Context: an optimization exercise on an open-source flow, tuned for small area, a short achievable clock period and few clock cycles. The choices shown serve that exercise and are no tape-out recipe.
At most, simulation tests tie the RTL to the original design; equivalence was not proved.
Power and IR drop assume default switching activity.

harbor:
==> flow/design.v <==
module rbsm_matcher #(
    parameter PAT_MAX = 8,     
    parameter N_SLOT  = 11     
) (
    input  wire        clk,
    input  wire        rst,           
    input  wire        pl_clr,        
    input  wire        pl_push,       
    input  wire [3:0]  pl_slot,
    input  wire [7:0]  pl_byte,
    input  wire        cmd_wait,
    input  wire        cmd_mok,
    input  wire        cmd_merr,
    input  wire        cmd_clr,
    input  wire [31:0] cmd_timeout,
    input  wire        ms_tick,
    input  wire        rx_valid,
    input  wire [7:0]  rx_byte,
    output wire        rx_ready,
    output wire        busy,
    output reg         done,
    output reg  [2:0]  outcome,
    output wire        urc_valid,
    output reg  [2:0]  urc_index,
    input  wire        urc_done
);
    localparam LW = $clog2(PAT_MAX + 1);
    localparam HN = PAT_MAX - 1;           
    localparam [2:0] O_OK      = 3'd1,
                     O_ERROR   = 3'd2,
                     O_TIMEOUT = 3'd3,
                     O_MATCH1  = 3'd4;
    reg        busy_r, scan_r, urc_r, rep_r;
    reg [2:0]  rcnt;
    reg        mok, merr;
    reg [31:0] remain;
    reg        dirty;                      
    reg [2:0]  urc_hold;
    assign busy      = busy_r;
    assign rx_ready  = scan_r;
    assign urc_valid = urc_r;
    wire take   = rx_valid && scan_r;
    wire accept = !busy_r && cmd_wait;
    reg [8*PAT_MAX-1:0] pat [0:N_SLOT-1];
    reg [LW-1:0]        len [0:N_SLOT-1];
    reg       ld_clr, ld_push;
    reg [3:0] ld_slot;
    reg [7:0] ld_byte;
    always @(posedge clk) begin
        ld_clr  <= pl_clr && !rst;
        ld_push <= pl_push && !pl_clr && !rst;
        ld_slot <= pl_slot;
        ld_byte <= pl_byte;
    end
    reg [N_SLOT-1:0] len_is1;
    integer s;
    always @(*) begin
        for (s = 0; s < N_SLOT; s = s + 1)
            len_is1[s] = ((ld_clr || ld_push) && ld_slot == s) ? (ld_push && len[s] == 0)
                                                               : (len[s] == 1);
    end
    always @(posedge clk) begin
        for (s = 0; s < N_SLOT; s = s + 1) begin
            if (rst || (ld_clr && ld_slot == s))
                len[s] <= {LW{1'b0}};
            else if (ld_push && ld_slot == s && len[s] != PAT_MAX)
                len[s] <= len[s] + 1'b1;
            if (ld_push && ld_slot == s && len[s] != PAT_MAX)
                pat[s] <= {pat[s][8*PAT_MAX-9:0], ld_byte};
        end
    end
    reg [8*HN-1:0] hist;
    reg [HN-1:0]   hval;
    wire [7:0] nbyte = rep_r ? hist[8*HN-1 -: 8] : rx_byte;
    wire clr_hist = (accept && cmd_clr) || (urc_r && urc_done);
    wire clr_pre  = clr_hist || (accept && dirty && !hval[0]);
    wire replay   = accept && !cmd_clr && dirty && hval[0];
    wire rep_end  = rep_r && rcnt == HN - 1;
    reg [N_SLOT-1:0] pre_a, pre_r, pre_a_n, pre_r_n;
    wire [N_SLOT-1:0] pre = pre_a & pre_r;
    reg              ok_k;
    integer i, k;
    always @(*) begin
        for (i = 0; i < N_SLOT; i = i + 1) begin
            pre_a_n[i] = (len[i] == 1) || (nbyte == pat[i][15:8]);
            ok_k = (len[i] != 0);
            for (k = 2; k < PAT_MAX; k = k + 1)
                if (k < len[i] && !(hval[k-2] && hist[8*(k-2) +: 8] == pat[i][8*k +: 8]))
                    ok_k = 1'b0;
            pre_r_n[i] = ok_k;
        end
    end
    reg pre_ok, pre_err;
    wire pre_ok_n  = (nbyte == 8'h0D) && hval[1] && (hist[15:0] == {"O", "K"});
    wire pre_err_n = (nbyte == 8'h0D) && hval[4] &&
                     (hist[39:0] == {"E", "R", "R", "O", "R"});
    always @(posedge clk) begin
        if (take || rep_r) begin
            pre_a   <= pre_a_n;
            pre_r   <= pre_r_n;
            pre_ok  <= pre_ok_n;
            pre_err <= pre_err_n;
        end else if (clr_pre) begin
            pre_a   <= {N_SLOT{1'b1}};
            pre_r   <= len_is1;
            pre_ok  <= 1'b0;
            pre_err <= 1'b0;
        end
    end
    always @(posedge clk) begin
        if (rst || clr_hist)
            hval <= {HN{1'b0}};
        else if (rep_r)
            hval <= {hval[HN-2:0], hval[HN-1]};
        else if (take)
            hval <= {hval[HN-2:0], 1'b1};
    end
    always @(posedge clk) begin
        if (take || rep_r)
            hist <= {hist[8*HN-9:0], nbyte};
        if (replay)
            rcnt <= 3'd0;
        else if (rep_r)
            rcnt <= rcnt + 1'b1;
    end
    always @(posedge clk) begin
        if (rst || pl_clr || pl_push)
            dirty <= 1'b1;
        else if (clr_pre || rep_end)
            dirty <= 1'b0;
    end
    reg [N_SLOT-1:0] hit;
    integer j;
    always @(*) begin
        for (j = 0; j < N_SLOT; j = j + 1)
            hit[j] = pre[j] && (rx_byte == pat[j][7:0]);
    end
    wire lf     = (rx_byte == 8'h0A);
    wire hit_ok = mok && pre_ok && lf;
    wire hit_er = merr && pre_err && lf;
    wire       urc_any = |hit[7:0];
    wire       out_any = |hit[10:8] || hit_ok || hit_er;
    reg  [2:0] arb_idx, arb_outcome;
    integer u;
    always @(*) begin
        arb_idx = 3'd0;
        for (u = 7; u >= 0; u = u - 1)
            if (hit[u]) arb_idx = u[2:0];
        if (hit[8])       arb_outcome = O_MATCH1;
        else if (hit[9])  arb_outcome = O_MATCH1 + 3'd1;
        else if (hit[10]) arb_outcome = O_MATCH1 + 3'd2;
        else if (hit_ok)  arb_outcome = O_OK;
        else              arb_outcome = O_ERROR;
    end
    wire remain_zero = (remain == 32'd0);
    wire finish = scan_r && (rx_valid ? (out_any && !urc_any) : remain_zero);
    always @(posedge clk) begin
        if (rst) begin
            busy_r <= 1'b0;
            scan_r <= 1'b0;
            urc_r  <= 1'b0;
            rep_r  <= 1'b0;
            done   <= 1'b0;
        end else begin
            done  <= finish;
            if (!busy_r) begin
                busy_r <= cmd_wait;
                scan_r <= cmd_wait && !replay;
                rep_r  <= replay;
            end else if (rep_r) begin
                scan_r <= rep_end;
                rep_r  <= !rep_end;
            end else if (urc_r) begin
                if (urc_done) begin
                    urc_r  <= 1'b0;
                    scan_r <= 1'b1;
                end
            end else begin
                if (take && urc_any) begin
                    scan_r <= 1'b0;
                    urc_r  <= 1'b1;
                end
                if (finish) begin
                    scan_r <= 1'b0;
                    busy_r <= 1'b0;
                end
            end
        end
    end
    always @(posedge clk) begin
        if (accept) begin
            mok    <= cmd_mok;
            merr   <= cmd_merr;
            remain <= cmd_timeout;
        end else if (busy_r && ms_tick && !remain_zero) begin
            remain <= remain - 1'b1;
        end
        outcome <= rx_valid ? arb_outcome : O_TIMEOUT;
        if (take)
            urc_hold <= arb_idx;
        urc_index <= scan_r ? arb_idx : urc_hold;
    end
endmodule
clock: 8.0 ns
lec_check: 0
cap_margin: 0
core_margin: 2
core_utilization: 45
cts_cluster_diameter: 80
cts_cluster_size: 26
place_density: 0.6
setup_slack_margin: 5
slew_margin: 0
standard.sh (not shown) runs the stock make flow with config.mk's settings and CLKGATE_MAP_FILE= SYNTH_SCRIPT=/design/flow/synth_recipe.tcl, a recipe that flattens the netlist after the stock synthesis.
==> flow/flow/run.sh <==
#!/bin/bash
set -euo pipefail
bash standard.sh SETUP_SLACK_MARGIN=5.3 finish > standard_flow.log 2>&1
harbor: PASS, flow complete, no timing, DRC or antenna violations
Relative to harbor, the following input files were edited for indigo:
--- a/flow/design.v
+++ b/flow/design.v
@@ -34,9 +34,8 @@
     reg [2:0]  rcnt;
     reg        mok, merr;
     reg [31:0] remain;
     reg        dirty;                      
-    reg [2:0]  urc_hold;
     assign busy      = busy_r;
     assign rx_ready  = scan_r;
     assign urc_valid = urc_r;
     wire take   = rx_valid && scan_r;
@@ -195,9 +194,8 @@
         end else if (busy_r && ms_tick && !remain_zero) begin
             remain <= remain - 1'b1;
         end
         outcome <= rx_valid ? arb_outcome : O_TIMEOUT;
-        if (take)
-            urc_hold <= arb_idx;
-        urc_index <= scan_r ? arb_idx : urc_hold;
+        if (scan_r)
+            urc_index <= arb_idx;
     end
 endmodule
Findings:
- Summary of indigo over harbor: sequential cell count moved down; sequential share of power moved down; worst endpoint data arrival time moved down; highest cell delay on the worst timing path moved down.
- Run comparison: harbor top metal layer carrying routed signals met5; indigo top metal layer carrying routed signals met4
- Comparing harbor and indigo, minimum clock period after layout is lower on indigo.
- Taking harbor as the reference, in indigo total CTS buffers grew by 4.5%, maximum frequency grew by about 2.8%.
Testbench counts of indigo, summed over its fixed seeds: cycles 21,841.
For harbor, only the layout was checked, not whether the RTL still works.

[afterwards: timing with drivers on the ports]
How much do the figures lean on ideal ports? The routed layouts below were timed once more, with nothing changed but the port constraints.
Step 1 assumes that a clkbuf_16 drives the clock port and a buf_2 every other input.
Step 2, shift: input delay + t, output delay - t, t = (earliest + latest rising clock arrival at the registers) / 2. This alone moves slack from input paths to output paths.
Slacks: ideal / step 1 / step 2; pairs: ideal / step 1.
run | t, ns | setup WS [ns] | worst data-port slew with drivers (ns) | cell pins on the clock port's net
harbor | 0.678 | 5.124 / 5.128 / 4.450 | 0.08 | 1
indigo | 0.684 | 5.203 / 5.134 / 4.662 | 0.05 | 1
After both steps setup and hold are still met in every run listed. For harbor, which loses most, drivers alone change the setup slack by +0.004 ns; drivers and shift together by -0.674 ns.
